From an optimization exercise on the open Yosys and OpenROAD flow, aimed at small area, a short achievable clock period and few clock cycles; shortcuts taken in it are not production practice. Where RTL was checked, it was by simulation tests only, not by an equivalence proof against the original. Power figures rest on the tool's default switching activity, not on a simulated workload.

## obd_rx
module obd_rx (
    input  wire        clk,
    input  wire        rst,
    input  wire        start,
    input  wire [1:0]  proto,     
    input  wire [7:0]  pid,
    input  wire [7:0]  mode,
    input  wire [7:0]  cap,       
    input  wire [17:0] per,       
    output wire        idle,
    input  wire        e_valid,
    output wire        e_ready,
    input  wire [31:0] e_time,
    input  wire        e_end,     
    output reg         o_valid,
    output reg  [7:0]  o_data,
    output reg         done,
    output reg  [7:0]  status,
    output reg  [7:0]  count,     
    output reg  [6:0]  nbytes,    
    output reg         framing    
);
export LEC_CHECK = 0
export ABC_AREA = 0
export CAP_MARGIN = 20
export CORE_MARGIN = 2
export CORE_UTILIZATION = 60
export CTS_BUF_LIST = sky130_fd_sc_hd__clkbuf_8
export SLEW_MARGIN = 20
create_clock -name core_clock -period 10.0 [get_ports {clk}]
standard.sh (not shown) runs the stock make flow with config.mk's settings and CLKGATE_MAP_FILE= SYNTH_SCRIPT=/design/flow/synth_recipe.tcl, a recipe that flattens the netlist after the stock synthesis.
==> flow/flow/run.sh <==
#!/bin/bash
# Standard layout, with timing repair aiming below the clock period and
# small port buffers (the repair upsizes those that need it).
export SETUP_SLACK_MARGIN=6.5
export BUFFER_PORTS_ARGS="-buffer_cell sky130_fd_sc_hd__buf_2"
bash standard.sh > standard.log 2>&1
The first run finished with timing, DRC and antenna clean.
Edit:
--- a/flow/design.v
+++ b/flow/design.v
@@ -71,23 +71,20 @@
     wire        take = rx & e_valid;
     wire [30:0] e_a  = e_time[30:0] - sh9;
     wire [30:0] e_b  = e_time[30:0] - th9;
     wire        en  = sel ? eB[22] : eA[22];
     wire [21:0] el  = sel ? eB[21:0] : eA[21:0];
     function past;
         input [21:0] x;
         input [21:0] m;
-        reg          c;
-        integer      i;
+        reg   [22:0] s;
         begin
-            c = 1'b0;
-            for (i = 0; i < 22; i = i + 1)
-                c = (x[i] & m[i]) | (c & (x[i] | m[i]));
-            past = c;
+            s    = {1'b0, x} + {1'b0, m};
+            past = s[22];
         end
     endfunction
     wire [9:0] therm;
     assign therm[9] = ~en;
     assign therm[8] = ~en | past(el, {4'd0, r_per});
     assign therm[7] = ~en | past(el, {3'd0, r_per, 1'b0});
     assign therm[6] = ~en | past(el, {2'd0, m3});
     assign therm[5] = ~en | past(el, {2'd0, r_per, 2'b0});
Wire length came out lower by 18%.
Clock skew came out lower by 0.0039 ns.
First-iteration DRC count came out lower by 44%.
Clock power came out higher by about 4%.
Maximum frequency came out higher by 15%.
No functional check of the RTL was part of any run of this note.


## the baseline
obd_rx, a different RTL version from the one above (not shown whole).
Size: about 370 flip-flops, roughly 120 I/O pins, about 22000 um^2 of cells after synthesis.
export LEC_CHECK = 0
export ABC_AREA = 1
export CAP_MARGIN = 20
export CORE_MARGIN = 2
export CORE_UTILIZATION = 60
export CTS_BUF_LIST = sky130_fd_sc_hd__clkbuf_8
export SLEW_MARGIN = 20
create_clock -name core_clock -period 10.0 [get_ports {clk}]
Scripts as last shown in full above: flow/flow/run.sh
[inputs] the candidate vs the baseline
diff --git a/flow/design.v b/flow/design.v
--- a/flow/design.v
+++ b/flow/design.v
@@ -33,23 +33,20 @@
     reg [1:0]  r_proto;
     reg [7:0]  r_pid;
     reg [7:0]  r_mode;
     reg [6:0]  r_cap;     
     reg [17:0] r_per;
     reg [19:0] m3;        
     reg [20:0] m5;        
     reg [20:0] m7;        
     reg [21:0] m9;        
     reg [21:0] h9;        
-    reg        iv;
-    reg        ie;
-    reg [30:0] it;
     reg        dv;
     reg        de;
     reg        sel;       
     reg [22:0] eA;        
     reg [22:0] eB;
     reg [30:0] th9n;      
     reg        act;       
     reg        stop;      
     reg [30:0] sh9n;      
     reg [9:0]  samp;      
@@ -64,22 +61,22 @@
     reg        sid_ok;
     reg        pid_ok;
     reg [7:0]  hb;        
     reg [1:0]  tag;       
     reg        trunc;     
     reg [3:0]  lhi;       
     reg [6:0]  rem;       
     assign idle    = ~busy;
     assign e_ready = rx;
     wire        take = rx & e_valid;
-    wire [30:0] e_a  = it + sh9n + 31'd1;
-    wire [30:0] e_b  = it + th9n + 31'd1;
+    wire [30:0] e_a  = e_time[30:0] + sh9n + 31'd1;
+    wire [30:0] e_b  = e_time[30:0] + th9n + 31'd1;
     wire        en  = sel ? eB[22] : eA[22];
     wire [21:0] el  = sel ? eB[21:0] : eA[21:0];
     function past;
         input [21:0] x;
         input [21:0] m;
         reg   [21:0] g0, p0;
         reg   [10:0] g1, p1;
         reg   [5:0] g2, p2;
         reg   [2:0] g3, p3;
         reg   [1:0] g4, p4;
@@ -173,60 +170,55 @@
         else if (~sid_f)
             res = ST_ERR_SID;
         else if (r_mode == 8'd1 && ~pid_f)
             res = ST_ERR_PID;
         else if (trunc_f)
             res = ST_ERR_TRUNC;
         else
             res = ST_OK;
     end
     always @(posedge clk) begin
-        iv      <= take & ~e_end;
-        ie      <= take & e_end;
-        dv      <= iv;
-        de      <= ie;
+        dv      <= take & ~e_end;
+        de      <= take & e_end;
         ps      <= fin_edge & good;
         o_valid <= pv & p_emit;
         done    <= de;
         if (rst) begin
             busy    <= 1'b0;
             rx      <= 1'b0;
-            iv      <= 1'b0;
-            ie      <= 1'b0;
             dv      <= 1'b0;
             de      <= 1'b0;
             ps      <= 1'b0;
             o_valid <= 1'b0;
             done    <= 1'b0;
         end else begin
-            if (start & ~busy) begin
+            if (start & ~busy)
                 busy <= 1'b1;
+            if (st0)
                 rx   <= 1'b1;
-            end
             if (take & e_end)
                 rx <= 1'b0;
             if (de)
                 busy <= 1'b0;
         end
     end
     always @(posedge clk) begin
         eA      <= {e_a[30], e_a[21:0]};
         eB      <= {e_b[30], e_b[21:0]};
         sel     <= newc;
         o_data  <= cb;       
         status  <= res;      
         m3      <= {2'd0, r_per} + {1'd0, r_per, 1'b0};
         m5      <= {3'd0, r_per} + {1'd0, r_per, 2'b0};
         m7      <= {r_per, 3'b0} - {3'd0, r_per};
         h9      <= m9 + {5'd0, r_per[17:1]};
-        it      <= e_time[30:0];
-        th9n    <= ~(it + {9'd0, h9});
+        th9n    <= ~(e_time[30:0] + {9'd0, h9});
         st0 <= start & ~busy;
         if (start & ~busy) begin
             r_proto <= proto;
             r_pid   <= pid;
             r_mode  <= mode;
             r_cap   <= (cap > 8'd64) ? 7'd64 : cap[6:0];
             r_per   <= per;
             m9      <= {4'd0, per} + {1'd0, per, 3'b0};
         end
         if (st0) begin
Notes after the runs:
Area growth from synthesis to layout: lower on the baseline
Run comparison: the candidate critical path launch point e_time[0]; the baseline critical path launch point per[3]
Comparing the baseline and the candidate, fraction of layout cells with a size suffix above 1 is lower on the baseline.
Register fraction of the total cell area in the candidate is 1.8 points lower than in the baseline
Relative to the baseline, sequential cell count decreased by 33 in the candidate.
The candidate vs the baseline: worst hold margin up in the candidate
Looking at non-clock buffer total of the final layout across the baseline and the candidate, the one that comes out higher is the baseline.
Worst path buffer plus inverter count ended up 1 lower on the candidate than on the baseline.
Max switching power as a share of total power across the baseline and the candidate: the candidate
The candidate: worst setup slack 15 ps below the baseline
The candidate and the baseline ended up with roughly the same parity-gate share of the synthesized area counting xor and xnor cells.
The final reports for the candidate and the baseline show top achievable clock speed lower in the former.
Testbench counts of the candidate, summed over its fixed seeds: cycles 18,436.
Only the layout flow was run in the baseline; the RTL was not checked for function there.

-- re-timing with driven ports --
The flow's constraints put no driver on any port. The routed layouts listed below were extracted and timed again, unchanged, in two steps.
Step 1, drivers: a clkbuf_16 drives clk and a buf_2 each remaining input, both assumed.
Step 2, shift: input delay + t, output delay - t, t = (earliest + latest rising clock arrival at the registers) / 2. This alone moves slack from input paths to output paths.
a / b / c = no drivers / after step 1 / after step 2; a / b = the first two.
| run | t, ns | slack for setup (ns) | worst hold slack (ns) | worst register clock-pin slew, ns | worst data-port slew with drivers (ns) |
|---|---|---|---|---|---|
| the first run of note 1 | 0.726 | 5.350 / 5.344 / 4.618 | 0.452 / 0.452 / 0.452 | 0.07 / 0.07 | 0.06 |
| the second run of note 1 | 0.700 | 5.941 / 5.946 / 5.245 | 0.451 / 0.451 / 0.451 | 0.07 / 0.07 | 0.06 |
| the baseline | 0.675 | 6.565 / 6.581 / 5.906 | 0.401 / 0.401 / 0.401 | 0.07 / 0.07 | 0.04 |
| the candidate | 0.703 | 6.550 / 6.580 / 5.878 | 0.434 / 0.434 / 0.434 | 0.07 / 0.07 | 0.05 |
After both steps setup and hold are still met in every run listed. The setup slack of the first run of note 1, which loses most, moves by -0.006 ns with the drivers and by -0.732 ns with both steps.
